Background: an optimization exercise with open tools, aiming at a short achievable clock period and few clock cycles per item. Do not read the settings as production practice. In this exercise RTL edits were held to simulation tests only and were not proved equivalent to the original. No activity file was given, so power comes from the tool's default toggle rates.

==> flow/design.v <==
module ap2_mulcsa (
    input  wire [15:0] a,
    input  wire [15:0] b,
    output wire [15:0] s,
    output wire [15:0] c
);
    wire [15:0] p0 = {16{b[0]}} & {a[15:0]};
    wire [15:0] p1 = {16{b[1]}} & {a[14:0], 1'b0};
    wire [15:0] p2 = {16{b[2]}} & {a[13:0], 2'b0};
    wire [15:0] p3 = {16{b[3]}} & {a[12:0], 3'b0};
    wire [15:0] p4 = {16{b[4]}} & {a[11:0], 4'b0};
    wire [15:0] p5 = {16{b[5]}} & {a[10:0], 5'b0};
    wire [15:0] p6 = {16{b[6]}} & {a[9:0], 6'b0};
    wire [15:0] p7 = {16{b[7]}} & {a[8:0], 7'b0};
    wire [15:0] p8 = {16{b[8]}} & {a[7:0], 8'b0};
    wire [15:0] p9 = {16{b[9]}} & {a[6:0], 9'b0};
    wire [15:0] p10 = {16{b[10]}} & {a[5:0], 10'b0};
    wire [15:0] p11 = {16{b[11]}} & {a[4:0], 11'b0};
    wire [15:0] p12 = {16{b[12]}} & {a[3:0], 12'b0};
    wire [15:0] p13 = {16{b[13]}} & {a[2:0], 13'b0};
    wire [15:0] p14 = {16{b[14]}} & {a[1:0], 14'b0};
    wire [15:0] p15 = {16{b[15]}} & {a[0:0], 15'b0};
    wire [15:0] s0_0 = p0 ^ p1 ^ p2;
    wire [15:0] c0_0w = (p0 & p1) | (p0 & p2) | (p1 & p2);
    wire [15:0] c0_0 = {c0_0w[14:0], 1'b0};
    wire [15:0] s0_1 = p3 ^ p4 ^ p5;
    wire [15:0] c0_1w = (p3 & p4) | (p3 & p5) | (p4 & p5);
    wire [15:0] c0_1 = {c0_1w[14:0], 1'b0};
    wire [15:0] s0_2 = p6 ^ p7 ^ p8;
    wire [15:0] c0_2w = (p6 & p7) | (p6 & p8) | (p7 & p8);
    wire [15:0] c0_2 = {c0_2w[14:0], 1'b0};
    wire [15:0] s0_3 = p9 ^ p10 ^ p11;
    wire [15:0] c0_3w = (p9 & p10) | (p9 & p11) | (p10 & p11);
    wire [15:0] c0_3 = {c0_3w[14:0], 1'b0};
    wire [15:0] s0_4 = p12 ^ p13 ^ p14;
    wire [15:0] c0_4w = (p12 & p13) | (p12 & p14) | (p13 & p14);
    wire [15:0] c0_4 = {c0_4w[14:0], 1'b0};
    wire [15:0] s1_0 = s0_0 ^ c0_0 ^ s0_1;
    wire [15:0] c1_0w = (s0_0 & c0_0) | (s0_0 & s0_1) | (c0_0 & s0_1);
    wire [15:0] c1_0 = {c1_0w[14:0], 1'b0};
    wire [15:0] s1_1 = c0_1 ^ s0_2 ^ c0_2;
    wire [15:0] c1_1w = (c0_1 & s0_2) | (c0_1 & c0_2) | (s0_2 & c0_2);
    wire [15:0] c1_1 = {c1_1w[14:0], 1'b0};
    wire [15:0] s1_2 = s0_3 ^ c0_3 ^ s0_4;
    wire [15:0] c1_2w = (s0_3 & c0_3) | (s0_3 & s0_4) | (c0_3 & s0_4);
    wire [15:0] c1_2 = {c1_2w[14:0], 1'b0};
    wire [15:0] s2_0 = s1_0 ^ c1_0 ^ s1_1;
    wire [15:0] c2_0w = (s1_0 & c1_0) | (s1_0 & s1_1) | (c1_0 & s1_1);
    wire [15:0] c2_0 = {c2_0w[14:0], 1'b0};
    wire [15:0] s2_1 = c1_1 ^ s1_2 ^ c1_2;
    wire [15:0] c2_1w = (c1_1 & s1_2) | (c1_1 & c1_2) | (s1_2 & c1_2);
    wire [15:0] c2_1 = {c2_1w[14:0], 1'b0};
    wire [15:0] s3_0 = s2_0 ^ c2_0 ^ s2_1;
    wire [15:0] c3_0w = (s2_0 & c2_0) | (s2_0 & s2_1) | (c2_0 & s2_1);
    wire [15:0] c3_0 = {c3_0w[14:0], 1'b0};
    wire [15:0] s3_1 = c2_1 ^ c0_4 ^ p15;
    wire [15:0] c3_1w = (c2_1 & c0_4) | (c2_1 & p15) | (c0_4 & p15);
    wire [15:0] c3_1 = {c3_1w[14:0], 1'b0};
    wire [15:0] s4_0 = s3_0 ^ c3_0 ^ s3_1;
    wire [15:0] c4_0w = (s3_0 & c3_0) | (s3_0 & s3_1) | (c3_0 & s3_1);
    wire [15:0] c4_0 = {c4_0w[14:0], 1'b0};
    wire [15:0] s5_0 = s4_0 ^ c4_0 ^ c3_1;
    wire [15:0] c5_0w = (s4_0 & c4_0) | (s4_0 & c3_1) | (c4_0 & c3_1);
    wire [15:0] c5_0 = {c5_0w[14:0], 1'b0};
    assign s = s5_0;
    assign c = c5_0;
endmodule
module ap2_core (
    input  wire        clk,
    input  wire        rst,           
    input  wire        start,         
    input  wire [16:0] image_end,     
    output wire        mem_req,
    output wire        mem_we,
    output wire [15:0] mem_addr,
    output wire [15:0] mem_wdata,
    input  wire [15:0] mem_rdata,
    input  wire        mem_ready,
    output wire        done,          
    output wire [1:0]  stop_reason,   
    output wire [15:0] r0,
    output wire [15:0] r1,
    output wire [15:0] r2,
    output wire [15:0] r3,
    output wire [15:0] r4,
    output wire [15:0] r5,
    output wire [15:0] r6,
    output wire [15:0] r7,
    output wire [15:0] pc_out,
    output wire [15:0] sp_out,
    output wire        flag_c,
    output wire        flag_ov,
    output wire        flag_z,
    output wire        flag_s
);
    localparam [15:0] STACK_START = 16'h8200;
    localparam [15:0] STACK_FLOOR = 16'h81F0;
    reg        running;       
    reg        done_q;
    reg        start_q;       
    reg [1:0]  reason;
    reg [16:0] ie_q;          
    reg [15:0] x [0:7];
    reg [15:0] sp;
    reg        fc, fov, fz, fs;
    reg [15:0] pcF;
    reg        d_valid;
    reg        d_end;         
    reg [15:0] ir;
    reg [15:0] pcd_cur;       
    reg [15:0] pcd_nxt;       
    reg        e_valid;
    reg        e_memop;       
    reg        e_we;          
    reg        e_mul1;        
    reg        e_ld;          
    reg        e_wreg;        
    reg [2:0]  e_rd;
    reg        e_wzs, e_wc, e_wov;
    reg        e_sub;         
    reg        e_cmp;
    reg        e_jpend;       
    reg [1:0]  e_jcc;
    reg [15:0] e_jt;
    reg        sel_add, sel_and, sel_or, sel_xor, sel_shr, sel_shl,
               sel_ror, sel_rol, sel_mov, sel_mul;
    reg [4:0]  e_k;
    reg [15:0] A, B;
    reg [15:0] ms, mc;        
    wire [16:0] sum17 = {1'b0, A} + {1'b0, B} + {16'b0, e_sub};
    wire [15:0] sum   = sum17[15:0];
    wire        co    = sum17[16];
    wire [16:0] shr17 = {A, 1'b0} >> e_k;
    wire [16:0] shl17 = {1'b0, A} << e_k;
    wire [15:0] mulr  = ms + mc;
    wire [15:0] ms_n, mc_n;
    ap2_mulcsa u_mul (.a(A), .b(B), .s(ms_n), .c(mc_n));
    wire [15:0] r = ({16{sel_add}} & sum)
                  | ({16{sel_and}} & (A & B))
                  | ({16{sel_or }} & (A | B))
                  | ({16{sel_xor}} & (A ^ B))
                  | ({16{sel_shr}} & shr17[16:1])
                  | ({16{sel_shl}} & shl17[15:0])
                  | ({16{sel_ror}} & {A[0], A[15:1]})
                  | ({16{sel_rol}} & {A[14:0], A[15]})
                  | ({16{sel_mov}} & A)
                  | ({16{sel_mul}} & mulr);
    wire res_z = (r == 16'h0000);
    wire res_s = e_cmp ? !co : r[15];
    wire res_c = sel_add ? (co ^ e_sub)
               : sel_mul ? co
               : sel_shr ? shr17[0]
               : sel_shl ? shl17[16]
               : sel_ror ? A[0]
               : A[15];
    wire res_ov = sel_shl ? shl17[16]
                : sel_mul ? ((A[15] == B[15]) && (B[15] != r[15]))
                : ((A[15] == B[15]) && (r[15] != A[15]));
    wire e_busy   = e_memop | e_mul1;                  
    wire e_fwd    = e_valid & e_wreg & !e_mul1 & !e_ld;
    wire e_wzs_now = e_valid & e_wzs & !e_mul1;
    reg jc_e;
    always @(*) begin
        case (e_jcc)
            2'b00:   jc_e = 1'b1;
            2'b01:   jc_e = fz && !fs;
            2'b10:   jc_e = !fz && fs;
            default: jc_e = !fz && !fs;
        endcase
    end
    wire e_jtaken = e_valid & e_jpend & jc_e;
    wire [15:0] pcd_cur1 = pcd_cur + 16'd1;
    wire [15:0] A1       = A + 16'd1;
    wire e_smc = e_we & d_valid & !d_end &
                 ((A == pcd_cur) | (A == pcd_cur1) | (A1 == pcd_cur));
    wire squash_e = e_jtaken | e_smc;
    wire [3:0] cls = ir[15:12];
    wire [2:0] fd  = ir[10:8];
    wire [2:0] fm  = ir[7:5];
    wire [2:0] fn  = ir[4:2];
    wire is_nop  = (ir == 16'h0000);
    wire is_c0   = (cls == 4'h0) && !is_nop;
    wire is_jmp  = is_c0 && ir[11];
    wire is_psh  = is_c0 && !ir[11] && (ir[1:0] == 2'b01);
    wire is_pop  = is_c0 && !ir[11] && (ir[1:0] == 2'b10);
    wire is_cmp  = is_c0 && !ir[11] && (ir[1:0] == 2'b11);
    wire is_rsvd = is_c0 && !ir[11] && (ir[1:0] == 2'b00);
    wire is_mov  = (cls == 4'h1);
    wire is_str  = (cls == 4'h2);
    wire is_ldr  = (cls == 4'h3);
    wire is_add  = (cls == 4'h4);
    wire is_sub  = (cls == 4'h5);
    wire is_mul  = (cls == 4'h6);
    wire is_and  = (cls == 4'h7);
    wire is_or   = (cls == 4'h8);
    wire is_not  = (cls == 4'h9);
    wire is_xor  = (cls == 4'hA);
    wire is_shr  = (cls == 4'hB);
    wire is_shl  = (cls == 4'hC);
    wire is_ror  = (cls == 4'hD);
    wire is_rol  = (cls == 4'hE);
    wire is_halt = (cls == 4'hF);
    wire is_alu  = (cls >= 4'h4) && (cls <= 4'hE);
    wire push_ok = sp > STACK_FLOOR;
    wire pop_ok  = (sp >= STACK_FLOOR) && (sp < STACK_START);
    wire psh_do  = is_psh && push_ok;
    wire pop_do  = is_pop && pop_ok;
    wire d_stopi   = d_end | is_halt | is_rsvd;
    wire [1:0] d_reason = d_end ? 2'd3 : is_halt ? 2'd1 : 2'd2;
    wire [8:0]  imm9  = ir[10:2];
    wire [15:0] jt_d  = pcd_nxt + {7'b0, imm9};
    wire        j_uncond = (ir[1:0] == 2'b00);
    reg jc_d;
    always @(*) begin
        case (ir[1:0])
            2'b00:   jc_d = 1'b1;
            2'b01:   jc_d = fz && !fs;
            2'b10:   jc_d = !fz && fs;
            default: jc_d = !fz && !fs;
        endcase
    end
    wire d_isjmp   = !d_end && is_jmp && (imm9 != 9'd0);
    wire d_jres    = j_uncond || !e_wzs_now;      
    wire d_stop  = d_valid & d_stopi & !e_busy & !squash_e;
    wire d_fire  = d_valid & !d_stopi & !e_busy & !squash_e;
    wire d_jtaken = d_fire & d_isjmp & d_jres & jc_d;
    wire a_reg  = !((is_mov && ir[11]) || is_psh || is_pop);
    wire b_reg  = !((is_str && ir[11]) || is_not);
    wire b_inv  = is_sub || is_cmp;
    wire fwd_a  = e_fwd && (e_rd == fm) && a_reg;
    wire fwd_b  = e_fwd && (e_rd == fn) && b_reg;
    wire [15:0] xm = x[fm];
    wire [15:0] xn = x[fn];
    wire [15:0] a_base = (is_mov && ir[11]) ? {8'b0, ir[7:0]}
                       : is_psh ? sp
                       : is_pop ? sp + 16'd2
                       : xm;
    wire [15:0] b_base = (is_str && ir[11]) ? {8'b0, ir[10:8], ir[4:0]}
                       : is_not ? 16'hFFFF
                       : (xn ^ {16{b_inv}});
    wire [15:0] a_next = fwd_a ? r : a_base;
    wire [15:0] b_next = fwd_b ? (r ^ {16{b_inv}}) : b_base;
    wire at_end    = {1'b0, pcF} >= ie_q;
    wire bus_fetch = running & !e_memop;
    wire slot_free = !d_valid | d_fire | squash_e;
    wire f_load    = bus_fetch & slot_free & !squash_e & !d_jtaken & !d_stop;
    wire f_take    = f_load & mem_ready;
    assign mem_req   = running;
    assign mem_we    = e_we;
    assign mem_addr  = e_memop ? A : pcF;
    assign mem_wdata = B;
    always @(posedge clk)
        ie_q <= image_end;
    always @(posedge clk) begin
        if (rst) begin
            running <= 1'b0;
            done_q  <= 1'b0;
            start_q <= 1'b0;
            d_valid <= 1'b0;
            e_valid <= 1'b0;
            e_memop <= 1'b0;
            e_we    <= 1'b0;
            e_mul1  <= 1'b0;
        end else if (start && !running) begin
            running <= 1'b1;
            done_q  <= 1'b0;
            start_q <= 1'b1;
            d_valid <= 1'b0;
            e_valid <= 1'b0;
            e_memop <= 1'b0;
            e_we    <= 1'b0;
            e_mul1  <= 1'b0;
        end else begin
            start_q <= 1'b0;
            if (d_stop) begin
                running <= 1'b0;
                done_q  <= 1'b1;
            end
            if (d_stop || squash_e || d_jtaken)
                d_valid <= 1'b0;
            else if (slot_free)
                d_valid <= f_take;
            e_valid <= (e_valid & e_memop & !mem_ready) | (e_valid & e_mul1) | d_fire;
            e_memop <= (e_memop & !mem_ready) | (d_fire & (is_ldr | is_str | psh_do | pop_do));
            e_we    <= (e_we & !mem_ready)    | (d_fire & (is_str | psh_do));
            e_mul1  <= d_fire & is_mul;
        end
    end
    always @(posedge clk) begin
        if (start && !running)
            pcF <= 16'h0000;
        else if (d_stop)
            pcF <= pcd_nxt;
        else if (e_jtaken)
            pcF <= e_jt;
        else if (e_smc)
            pcF <= pcd_cur;
        else if (d_jtaken)
            pcF <= jt_d;
        else if (f_take && !at_end)
            pcF <= pcF + 16'd2;
    end
    always @(posedge clk) begin
        if (d_stop)
            reason <= d_reason;
    end
    always @(posedge clk) begin
        if (f_load) begin
            ir      <= mem_rdata;
            d_end   <= at_end;
            pcd_cur <= pcF;
            pcd_nxt <= at_end ? pcF : pcF + 16'd2;
        end
    end
    always @(posedge clk) begin
        if (!e_busy) begin
            A       <= a_next;
            B       <= b_next;
            e_k     <= ir[4:0];
            e_ld    <= is_ldr | pop_do;
            e_wreg  <= is_mov | is_ldr | pop_do | is_alu;
            e_rd    <= is_pop ? {1'b0, ir[9:8]} : fd;
            e_wzs   <= is_alu | is_cmp;
            e_wc    <= is_add | is_sub | is_mul | is_shr | is_shl | is_ror | is_rol;
            e_wov   <= is_add | is_sub | is_mul | is_shl;
            e_sub   <= is_sub | is_cmp;
            e_cmp   <= is_cmp;
            e_jpend <= d_isjmp & !d_jres;
            e_jcc   <= ir[1:0];
            e_jt    <= jt_d;
            sel_add <= is_add | is_sub | is_cmp;
            sel_and <= is_and;
            sel_or  <= is_or;
            sel_xor <= is_xor | is_not;
            sel_shr <= is_shr;
            sel_shl <= is_shl;
            sel_ror <= is_ror;
            sel_rol <= is_rol;
            sel_mov <= is_mov;
            sel_mul <= is_mul;
        end
        ms <= ms_n;
        mc <= mc_n;
    end
    wire [15:0] wdata = e_ld ? mem_rdata : r;
    wire        fwe   = e_valid & !e_mul1 & !e_memop;
    integer i;
    always @(posedge clk) begin
        if (start_q) begin
            for (i = 0; i < 8; i = i + 1)
                x[i] <= 16'h0000;
            sp  <= STACK_START;
            fc  <= 1'b0;
            fov <= 1'b0;
            fz  <= 1'b0;
            fs  <= 1'b0;
        end else begin
            if (e_valid & e_wreg & !e_mul1)
                x[e_rd] <= wdata;
            if (d_fire & psh_do)
                sp <= sp - 16'd2;
            else if (d_fire & pop_do)
                sp <= sp + 16'd2;
            if (fwe & e_wzs) begin
                fz <= res_z;
                fs <= res_s;
            end
            if (fwe & e_wc)
                fc <= res_c;
            if (fwe & e_wov)
                fov <= res_ov;
        end
    end
    assign done        = done_q;
    assign stop_reason = reason;
    assign r0 = x[0];
    assign r1 = x[1];
    assign r2 = x[2];
    assign r3 = x[3];
    assign r4 = x[4];
    assign r5 = x[5];
    assign r6 = x[6];
    assign r7 = x[7];
    assign pc_out  = pcF;
    assign sp_out  = sp;
    assign flag_c  = fc;
    assign flag_ov = fov;
    assign flag_z  = fz;
    assign flag_s  = fs;
endmodule
==> flow/flow/run.sh <==
#!/bin/bash
set -euo pipefail
bash standard.sh SETUP_SLACK_MARGIN=7.5 finish > orfs_make.log 2>&1
==> flow/standard.sh <==
#!/bin/bash
# synth_recipe.tcl (not shown) runs the flow's synth.tcl, then flattens the netlist and writes it again
# the make line also repeats each setting of config.mk as NAME=value (left out here)
make -C /OpenROAD-flow-scripts/flow DESIGN_CONFIG=/design/flow/config.mk WORK_HOME=/design/flow/orfs CLKGATE_MAP_FILE= SYNTH_SCRIPT=/design/flow/synth_recipe.tcl "${@:-finish}"
==> flow/config.mk <==
export PLATFORM = sky130hd
export DESIGN_NAME = ap2_core
export DESIGN_NICKNAME = ap2_core
export VERILOG_FILES = /design/flow/design.v
export SDC_FILE = /design/flow/constraint.sdc
export NUM_CORES = 4
export LEC_CHECK = 0
export CAP_MARGIN = 20
export CORE_MARGIN = 2
export CORE_UTILIZATION = 40
export SLEW_MARGIN = 20
==> flow/constraint.sdc <==
create_clock -name core_clock -period 10.0 [get_ports {clk}]
set_input_delay 2.0000 -clock core_clock [delete_from_list [all_inputs] [get_ports {clk}]]
set_output_delay 2.0000 -clock core_clock [all_outputs]
set_load 0.01 [all_outputs]
==> results of run 1 <==
cell families (layout without fill, tap and decap cells):
family / count (synthesis) / count (layout) / synth area share
DFF: 343 / 343 / 0.373
buffers and inverters: 340 / 1017 / 0.0532
xor gates and xnor gates: 154 / 154 / 0.0539
muxes: 188 / 188 / 0.117
adders and majority gates: 190 / 190 / 0.120
other: 1 / 4 / 0.000149
AOI/OAI and AO/OA: 479 / 482 / 0.125
and+or+nand+nor: 845 / 845 / 0.157
path summary, 6_finish.rpt:
kind | start | end | slack, ps
setup / recovery | A[3]$_DFFE_PN_ | ms[15]$_DFF_P_ | 5780
hold / removal | done_q$_SDFFE_PP0P_ | done_q$_SDFFE_PP0P_ | 490
setup reg to reg | A[3]$_DFFE_PN_ | ms[15]$_DFF_P_ | 5780
hold reg to reg | done_q$_SDFFE_PP0P_ | done_q$_SDFFE_PP0P_ | 490
power groups by stage:
stage	logic, mW	registers (mW)	clock network, mW
after floorplan	2.58	1.88	0
after global placement	3.70	1.95	0
after detailed placement	3.73	1.96	0
after CTS	5.04	1.88	1.57
after global routing	5.96	1.89	1.63
final	5.44	1.89	1.56
layout make-up:
| type | count | area [µm²] | area share |
|---|---|---|---|
| Antenna cell | 3 | 7.51 | 0.000202 |
| Timing Repair Buffer | 770 | 7410 | 0.199 |
| Sequential cell | 343 | 9530 | 0.256 |
| Clock buffer | 49 | 1100 | 0.0295 |
| Clock inverter | 27 | 274 | 0.00736 |
| Tap cell | 837 | 1050 | 0.0281 |
| Inverter | 171 | 807 | 0.0217 |
| Multi-Input combinational cell | 1860 | 17100 | 0.458 |
cell usage in the layout (no fill, tap or decap), types with 49 or more instances in the layout:
| cell | count |
|---|---|
| o21ai_0 | 74 |
| fa_1 | 56 |
| xnor2_1 | 74 |
| buf_4 | 340 |
| dfxtp_1 | 49 |
| edfxtp_1 | 252 |
| nor2_1 | 276 |
| buf_6 | 203 |
| xor2_1 | 61 |
| buf_2 | 114 |
| nand2_1 | 148 |
| a21oi_1 | 70 |
| mux2i_1 | 56 |
| nand3_1 | 49 |
| ha_1 | 65 |
| mux4_2 | 81 |
| inv_1 | 106 |
through the flow:
step	worst slack (ps)	cell area, µm²	instances	hold WS [ps]	utilization
floorplan	5690	26200	2540	424	-
global placement	4900	28900	3485	465	0.466
detailed placement	4910	28900	3485	477	0.466
CTS	5760	35500	3958	489	0.573
global route	5600	37200	4058	527	0.601
finish	5780	37300	4060	487	0.601
layer usage:
layer	wire, µm	part of all wire	vias up	GRT usage
met5	103	0.00089	-	0
met1	42400	0.37	12189	0.436
met2	52400	0.45	1595	0.556
li1	-	-	10522	-
met3	11400	0.099	415	0.0726
met4	9040	0.078	14	0.213
Yosys cell counts, drive strengths merged (7+ instances only):
cell type	number
nor2	347
edfxtp	252
nand2	180
inv	166
clkbuf	118
o21ai	106
ha	103
a21oi	101
dfxtp	91
fa	87
xnor2	87
mux4	81
mux2i	76
xor2	67
nand3	57
buf	51
nor3	39
a31oi	37
nand2b	33
mux2	31
nand4	30
o22ai	30
a211oi	29
nor4	29
or3	26
a22oi	24
and3	23
nor2b	21
o211ai	19
or2	15
o21a	13
a21o	12
a22o	10
and4	10
a221oi	9
and2	9
o31ai	8
or4	8
a21boi	7
a31o	7
sequential cells by signal (all words and copies together), names as in the netlist, 15 cells and up, named ones only:
signal and cells:
pcd_cur 16, ir 16, ie_q 17, A 16, e_jt 16, ms 16, sp 15, pcF 16
B 16, x 128, pcd_nxt 15
worst min-delay path, stage by stage (launching register included):
cell	delay, ps
dfxtp_2	340
nor2_1	40
nor2_1	70
what timing repair did:
action / in CTS / in global routing
hold buffers: 0 / 0
pin swaps: 131 / 102
buffers inserted: 377 / 98
gates cloned: 20 / 1
endpoints found under the setup margin: 630 / 514
gates resized for setup: 1468 / 238
==> flow_summary.yaml, run 1 <==
status:
  outcome: "finished clean"
sta:
  finalCriticalPeriod_ps: 4220
  slew_headroom: 0.393
  final_max_slew_viol_count: 0
  finalCritPeriodShare: 0.422
  rsz0062_at_grt: "true"
  fmaxAchievable_ghz: 0.237
  tightest_slew_ps: 911
  hold_viol: 0
  fin_skew_ps: 34.8
  setup_viol: 0
  timing.setup.tns_ps: 0
power:
  clockPowerShare: 0.176
  p_seq_frac: 0.212
  irDropWorstVdd_mv: 0.181
  power_mw: 8.89
  p_sw_frac: 0.415
  p_leak_nw: 14.8
  intPower_mw: 5.20
  p_per_area_nw_per_um2: 239
  p_comb_frac: 0.612
  switchingPower_mw: 3.69
drt:
  drt_wl_total_um: 115000
  route.detailed.drc: 0
  vias: 24735
  drtIter0Drc: 3090
  viasPerCell: 6.09
  detail-route-antenna-nets: 0
  drt-wirelength-per-cell_um: 28.4
  drtPass1Iterations: 8
global_routing:
  grt_pass1_vias: 24124
  grtUsageTotal: 0.349
  overflow: 0
  grt_pass1_wl_um: 165000
  antenna_found_initial: 10
  grt_max_degree: 61
logic_synthesis:
  yosys.area.top_type: "edfxtp_1"
  seq_area_frac_synth: 0.373
  synthArstFlopShare: 0
  ys.flop_type: "edfxtp_1"
  syn_area_um2: 25200
  synth_cell_types: 90
  syn_inst: 2540
  ys_warn_count: 1
  synth_seq_cells: 343
  yosys-top-cells-area: "edfxtp_1 30%, mux4_2 7.2%, dfxtp_1 7.2%"
  synth_edf_count: 252
  post_synth.cell_area_avg_um2: 9.91
  syn-num-nets: 2767
  yosysTopAreaCellShare: 0.301
critical_path:
  worstPathCellList: "buf_12 > clkinv_8 > nor2_1 > fa_1 > inv_2 > fa_1 > inv_1 > fa_1 > inv_1 > fa_1 > fa_2 > xor2_1 > xnor2_1 > xnor2_1 > xnor2_1 > xnor2_1 > xnor2_1"
  cp.required_ps: 10480
  crit_slowest_cell: "fa_1"
  crit_top_cell: "xnor2_1"
  ff2ff_path_depth: 17
  crit_fanout: 9
  arrival_ps: 4690
  endpoint_kind: "flop"
  cpPeakStageDelay_ps: 530
  critPathKind: "flop to flop"
  crit_cells: 17
  crit_family: "adder cells"
  cp-start-kind: "flop"
  crit_buf_inv: 5
cts:
  cts_buffer_depth: 3
  numCtsBuffers: 41
  cts.htree.levels: 2
  tritoncts: "yes"
  insertion_delay_ps: 610
  clk_pin_slew_ps: 60
  cts_sinks: 343
  cts-root-buf: "clkbuf_16"
cells_and_area:
  area_growth_pct: 48.0
  nets: 3414
  final.fill_count: 5081
  drive_above_1_share: 0.436
floorplan:
  rows: 91
  io_pins: 238
  dieArea_um2: 64900
  die_w_um: 255
  initial_utilization: 0.406
  die_h_um: 255
  core_um2: 61900
place:
  portBuffers: 236
  hpwlAfterDp_um: 73500
  gp_congestion: 1.00
min_path:
  min_path_cells: 2
  hold_class: "flop to flop"
flow_run:
  cap_violations: 0
Testbench counts, summed over its fixed seeds: cycles 64,858, instrs 48,662.
==> run 2, diff against run 1 <==
==> flow/run.sh (new file) <==
#!/bin/bash
# synth_recipe.tcl (not shown) runs the flow's synth.tcl, then flattens the netlist and writes it again
# the make line also repeats each setting of config.mk as NAME=value (left out here)
make -C /OpenROAD-flow-scripts/flow DESIGN_CONFIG=/design/flow/config.mk WORK_HOME=/design/flow/orfs CLKGATE_MAP_FILE= SYNTH_SCRIPT=/design/flow/synth_recipe.tcl finish
--- a/flow/config.mk
+++ b/flow/config.mk
@@ -8,4 +8,5 @@
 export CAP_MARGIN = 20
 export CORE_MARGIN = 2
 export CORE_UTILIZATION = 40
+export SETUP_SLACK_MARGIN = 5
 export SLEW_MARGIN = 20
removed: flow/flow/run.sh
removed: flow/standard.sh
==> run 2 against run 1 <==
Compared with the run above: still clean; non-clock buffer count shrank 481; sequential cell count unchanged; global-route usage down 4.6 points; synthesized cell count is the same; design area decreased by 20%; area after synthesis stayed put; clock power barely moved; maximum frequency decreased by 11%; largest cell class unchanged; highest routed layer unchanged.
==> flow_summary.yaml, run 2 <==
logic_synthesis:
  yosys-top-cells-area: "edfxtp_1 30%, mux4_2 7.2%, dfxtp_1 7.2%"
  ys_warn_count: 1
  syn_inst: 2540
  seq_area_frac_synth: 0.373
  synth.most_common_cell: "nor2_1"
  synth_cell_types: 90
  synth_commonest_cells: "347 x nor2_1, 252 x edfxtp_1, 180 x nand2_1, 162 x inv_1, 118 x clkbuf_1"
  ys.flop_type: "edfxtp_1"
  yosys.area.top_type: "edfxtp_1"
  synthArstFlopShare: 0
  yosysTopAreaCellShare: 0.301
  post_synth.cell_area_avg_um2: 9.91
  synth_seq_cells: 343
  syn-num-nets: 2767
  synth_edf_count: 252
  syn_area_um2: 25200
cells_and_area:
  largest_register_ffs: 128
  area_growth_pct: 18.3
  largest-register: "x"
  fin_util: 0.480
  drive_above_1_share: 0.0975
  final_common_cell: "nor2_1"
  antenna_cells: 0
  nets: 2931
  top_regs: "x x128, ie_q x17"
  final_cell_mix: "345 x nor2_1, 252 x edfxtp_1, 236 x clkdlybuf4s50_1, 179 x nand2_1, 161 x inv_1"
drt:
  met1_length_um: 39400
  top_layer_used: "met5"
  detail-route-antenna-nets: 0
  drt-wirelength-per-cell_um: 27.8
  drt_wl_total_um: 99400
  drtIter0Drc: 2396
  route.detailed.drc: 0
  viasPerCell: 6.11
  wl_met3_um: 10400
  wl_met2_um: 45500
  drtPass1Iterations: 8
  vias: 21853
critical_path:
  endpoint_kind: "flop"
  arrival_ps: 5300
  critPathKind: "flop to flop"
  worstPathCellList: "buf_4 > clkinv_1 > nor2_1 > fa_1 > inv_1 > fa_1 > fa_1 > fa_1 > fa_1 > xor2_1 > xnor2_1 > xnor2_1 > xnor2_1 > xnor2_1 > xnor2_1"
  cp.required_ps: 10540
  cpPeakStageDelay_ps: 520
  ff2ff_path_depth: 15
  crit_slowest_cell: "fa_1"
  crit_buf_inv: 3
  cp-start-kind: "flop"
  crit_family: "adder cells"
  crit_cells: 15
  crit_fanout: 19
floorplan:
  die_w_um: 255
  core_um2: 61900
  die_h_um: 255
  rows: 91
  dieArea_um2: 64900
  initial_utilization: 0.406
  io_pins: 238
sta:
  fin_skew_ps: 52.3
  setup_viol: 0
  hold_viol: 0
  final_max_slew_viol_count: 0
  timing.setup.tns_ps: 0
  finalCriticalPeriod_ps: 4760
  slew_headroom: 0.212
  worst_slack_ps: 5240
  fmaxAchievable_ghz: 0.210
  tightest_slew_ps: 1170
  finalCritPeriodShare: 0.476
  rsz0062_at_grt: "false"
global_routing:
  grtUsageTotal: 0.303
  antenna_found_initial: 3
  overflow: 0
  grt_max_degree: 80
  grt_pass1_vias: 21196
  grt_pass1_wl_um: 144000
power:
  p_leak_nw: 11.3
  irDropWorstVdd_mv: 0.224
  p_per_area_nw_per_um2: 240
min_path:
  hold_class: "flop to flop"
  min_path_cells: 0
cts:
  cts_sinks: 343
  hold_buffers: 0
  tritoncts: "yes"
  cts_buffer_depth: 3
  cts-root-buf: "clkbuf_16"
  numCtsBuffers: 42
  insertion_delay_ps: 610
  clk_pin_slew_ps: 60
  cts.htree.levels: 2
place:
  hpwlAfterDp_um: 72800
  portBuffers: 236
  post-place-ws_ps: 5080
  gp_congestion: 0.999
status:
  outcome: "finished clean"
flow_run:
  cap_violations: 0
-- run 2: cell counts after synthesis --
Identical to the previous run, type by type.
-- run 2: final cells by class --
class,instances,area [µm²]
flip-flops and latches,343,9390
clock inverters,13,235
clock buffers,65,1180
inverters,171,646
well taps,837,1050
multi-input cells,1857,14500
repair buffers,289,2780
fillers,5779,32200
-- run 2: final timing paths --
kind | startpoint | end | slack [ps]
max | A[10]$_DFFE_PN_ | ms[15]$_DFF_P_ | 5240
min | pcF[0]$_SDFFE_PP0P_ | pcd_cur[0]$_DFFE_PN_ | 470
max reg2reg | A[10]$_DFFE_PN_ | ms[15]$_DFF_P_ | 5240
min reg2reg | pcF[0]$_SDFFE_PP0P_ | pcd_cur[0]$_DFFE_PN_ | 470
-- run 2: where the power goes --
part / total [mW] / internal (mW) / switching [mW]
Sequential: 1.92 / 1.74 / 0.184
Clock: 1.59 / 0.927 / 0.667
Combinational: 3.63 / 1.49 / 2.14
Total: 7.15 / 4.16 / 2.99
-- run 2: metal layers --
layer,vias up,track usage
met1,10841,0.407
li1,9513,-
met4,2,0.121
met3,205,0.0656
met5,-,0
met2,1292,0.478
-- run 2: worst register-to-register path, delay by kind of cell (launching register included) --
kind / cells / cell delay, ps
XOR/XNOR: 6 / 1010
buffers and inverters: 3 / 750
AND/OR/NAND/NOR: 1 / 270
adder cells (fa/ha/maj): 5 / 2360
flip-flops: 1 / 320
-- run 2: kinds of logic (layout without fill, tap and decap cells) --
family / count (synthesis) / after routing / synth area share
fa+ha+maj: 190 / 190 / 0.120
simple gates: 845 / 845 / 0.157
xor+xnor: 154 / 154 / 0.0539
mux: 188 / 188 / 0.117
flops: 343 / 343 / 0.373
other cells: 1 / 1 / 0.000149
buf+inv: 340 / 538 / 0.0532
compound gates: 479 / 479 / 0.125
-- run 2: what timing repair did --
| item | in CTS | in global routing |
|---|---|---|
| resized for setup | 0 | 1 |
| endpoints found under the setup margin | 0 | 1 |
| setup buffers | 0 | 5 |
-- run 2: metrics by stage --
stage,total power [mW],area (µm²),hold WS (ps),cells
2_1_floorplan,4.30,25200,424,2540
3_3_place_gp,5.53,28300,456,3490
3_5_place_dp,5.56,28300,457,3492
4_1_cts,7.18,29700,471,3570
5_1_grt,7.63,29800,490,3575
6_report,7.15,29800,466,3575
==> run 3, diff against run 2 <==
--- a/flow/config.mk
+++ b/flow/config.mk
@@ -8,5 +8,4 @@
 export CAP_MARGIN = 20
 export CORE_MARGIN = 2
 export CORE_UTILIZATION = 40
-export SETUP_SLACK_MARGIN = 5
 export SLEW_MARGIN = 20
==> run 3 against run 2 <==
Compared with the run above: via count fell by 0.30%; clock power is essentially flat; combinational power is 2% lower; synthesized cell count unchanged; largest power group unchanged; first-iteration DRC count is 8.1% higher; utilization decreased by 0.10 points; global-route usage is 0.41 points lower; still clean; critical endpoint unchanged; wire length down 1.4%; sequential power is essentially flat; sequential cell count did not move.
==> flow_summary.yaml, run 3 <==
status:
  outcome: "finished clean"
global_routing:
  antenna_found_initial: 10
  grt_pass1_vias: 21305
  overflow: 0
  grt_max_degree: 62
  grtUsageTotal: 0.299
  grt_pass1_wl_um: 143000
critical_path:
  crit_fanout: 19
  cp.required_ps: 10470
  critPathKind: "flop to flop"
  cp-start-kind: "flop"
  reg2reg_slack_ps: 4830
  setup.worst_path.end: "ms[15]$_DFF_P_"
  startpoint: "A[10]$_DFFE_PN_"
  r2r-end: "ms[15]$_DFF_P_"
  timing.rr.start: "A[10]$_DFFE_PN_"
  arrival_ps: 5640
  ff2ff_path_depth: 14
  endpoint_kind: "flop"
sta:
  setup_viol: 0
  finalCritPeriodShare: 0.517
  rsz0062_at_grt: "false"
  hold_viol: 0
  finalCriticalPeriod_ps: 5170
  fmaxAchievable_ghz: 0.193
  tightest_slew_ps: 1140
  final_max_slew_viol_count: 0
  fin_skew_ps: 34.9
  timing.setup.tns_ps: 0
  slew_headroom: 0.239
logic_synthesis:
  ys_warn_count: 1
  synthArstFlopShare: 0
  synthSimpleGateAreaFrac: 0.157
  synthAdderAreaFrac: 0.120
  synth_top_family_by_area: "simple AND/OR/NAND/NOR gates"
  ys.flop_type: "edfxtp_1"
  syn_area_um2: 25200
  syn_inst: 2540
  seq_area_frac_synth: 0.373
  synth_xor_area_frac: 0.0539
  syn-num-nets: 2767
  synth.most_common_cell: "nor2_1"
  yosysTopAreaCellShare: 0.301
  synth_edf_count: 252
  synth_cell_types: 90
  yosys.area.top_type: "edfxtp_1"
  synth_commonest_cells: "347 x nor2_1, 252 x edfxtp_1, 180 x nand2_1, 162 x inv_1, 118 x clkbuf_1"
  yosys-top-cells-area: "edfxtp_1 30%, mux4_2 7.2%, dfxtp_1 7.2%"
  synth.mux.area_fraction: 0.117
  post_synth.cell_area_avg_um2: 9.91
  synth-compound-area-share: 0.125
  synth_seq_cells: 343
cells_and_area:
  nets: 2928
  final_cell_mix: "345 x nor2_1, 252 x edfxtp_1, 236 x clkdlybuf4s50_1, 180 x nand2_1, 162 x inv_1"
  area_growth_pct: 18.0
  top_regs: "x x128, ie_q x17"
  final.fill_count: 5788
  largest_register_ffs: 128
  final_common_cell: "nor2_1"
  drive_above_1_share: 0.0976
  largest-register: "x"
cts:
  tritoncts: "yes"
  insertion_delay_ps: 610
  cts_buffer_depth: 3
  cts_resized: 0
  numCtsBuffers: 44
  cts_setup_buffers: 0
  cts.htree.levels: 2
  cts_sinks: 343
  hold_buffers: 0
  clk_pin_slew_ps: 60
  cts-root-buf: "clkbuf_16"
power:
  irDropWorstVdd_mv: 0.227
  power_mw: 7.03
  p_leak_nw: 11.3
  p_per_area_nw_per_um2: 237
drt:
  drtIter0Drc: 2589
  vias: 21788
  drtPass1Iterations: 6
  route.detailed.drc: 0
  viasPerCell: 6.09
  drt-wirelength-per-cell_um: 27.4
  drt_wl_total_um: 97900
  detail-route-antenna-nets: 0
floorplan:
  initial_utilization: 0.406
  dieArea_um2: 64900
  die_w_um: 255
  rows: 91
  io_pins: 238
  core_um2: 61900
  die_h_um: 255
place:
  gp_congestion: 0.990
  portBuffers: 236
  hpwlAfterDp_um: 72500
min_path:
  hold_class: "flop to flop"
flow_run:
  cap_violations: 0
==> run 3: layer usage <==
metal,GRT usage,vias up,wire length (µm)
li1,-,9495,-
met1,0.399,10774,39000
met2,0.464,1257,44000
met3,0.0661,252,10000
met4,0.141,10,4880
met5,0,-,65
==> run 3: final cells by class <==
cell class / instances / area (µm²) / share of cell area
multi-input combinational: 1857 / 14500 / 0.487
sequential: 343 / 9390 / 0.316
timing repair buffer: 284 / 2720 / 0.0917
clock buffer: 62 / 1210 / 0.0407
tap: 837 / 1050 / 0.0353
inverter: 171 / 642 / 0.0216
clock inverter: 19 / 203 / 0.00683
antenna: 4 / 10.0 / 0.000337
==> run 3: logic make-up after synthesis <==
kind of cell,count (synthesis)
xor gates and xnor gates,154
adders and majority gates,190
muxes,188
DFF,343
and+or+nand+nor,845
buffers and inverters,340
AOI/OAI and AO/OA,479
other,1
==> run 3: through the flow <==
step | setup WS [ps] | area (µm²) | hold WS, ps | util | std cells
finish | 4830 | 29700 | 495 | 0.479 | 3577
detailed placement | 4860 | 28300 | 466 | 0.456 | 3492
global placement | 4950 | 28300 | 491 | 0.456 | 3492
global route | 4660 | 29700 | 555 | 0.479 | 3573
CTS | 4850 | 29700 | 495 | 0.479 | 3573
floorplan | 2750 | 25200 | 424 | - | 2540
==> run 3: worst min path at each step <==
| stage | cells after the start | slack (ps) | endpoint | startpoint |
|---|---|---|---|---|
| 6_report | 2 | 500 | done_q$_SDFFE_PP0P_ | done_q$_SDFFE_PP0P_ |
| 5_1_grt | 2 | 560 | done_q$_SDFFE_PP0P_ | done_q$_SDFFE_PP0P_ |
| 4_1_cts | 2 | 500 | done_q$_SDFFE_PP0P_ | done_q$_SDFFE_PP0P_ |
| 3_5_place_dp | 2 | 470 | done_q$_SDFFE_PP0P_ | done_q$_SDFFE_PP0P_ |
| 3_3_place_gp | 2 | 490 | done_q$_SDFFE_PP0P_ | done_q$_SDFFE_PP0P_ |
| 2_1_floorplan | 0 | 420 | e_jcc[0]$_DFFE_PN_ | ir[0]$_DFFE_PN_ |
==> run 3: report_power, final <==
part           switching (mW)  leakage (nW)  total (mW)  internal, mW
sequential              0.169          3.27        1.91          1.74
combinational            2.07          7.33        3.55          1.47
clock                   0.672         0.685        1.58         0.905
total                    2.91          11.3        7.03          4.12
==> run 3: critical path, stage by stage, from the launching register on <==
cell and delay, ps:
edfxtp_1 880, clkinv_1 530, nor2_1 260, fa_1 450
inv_1 80, fa_1 440, fa_1 520, fa_1 530
fa_1 440, xor2_1 160, xnor2_1 190, xnor2_1 170
xnor2_1 170, xnor2_1 150, xnor2_1 70

==> separate check: timing with driven ports <==
In the flow no input, the clock included, has a driving cell. The finished layouts below were timed again as built, in two steps. Step 1 (the two cells are an assumption about what drives the block):
set clk [get_ports {clk}]
set_driving_cell -lib_cell sky130_fd_sc_hd__clkbuf_16 $clk
set_driving_cell -lib_cell sky130_fd_sc_hd__buf_2 [delete_from_list [all_inputs] $clk]
Step 2, shift: input delay + t, output delay - t, t = (earliest + latest rising clock arrival at the registers) / 2. This alone moves slack from input paths to output paths. Slacks: ideal ports / drivers / drivers and shift; pairs: ideal ports / drivers.
run	t (ns)	setup slack, ns	worst setup path after step 2
run 1	0.659	5.783 / 5.783 / 5.783	register to register
run 2	0.643	5.242 / 5.242 / 5.242	register to register
run 3	0.650	4.828 / 4.828 / 4.828	register to register
After both steps every run listed still meets setup and hold.
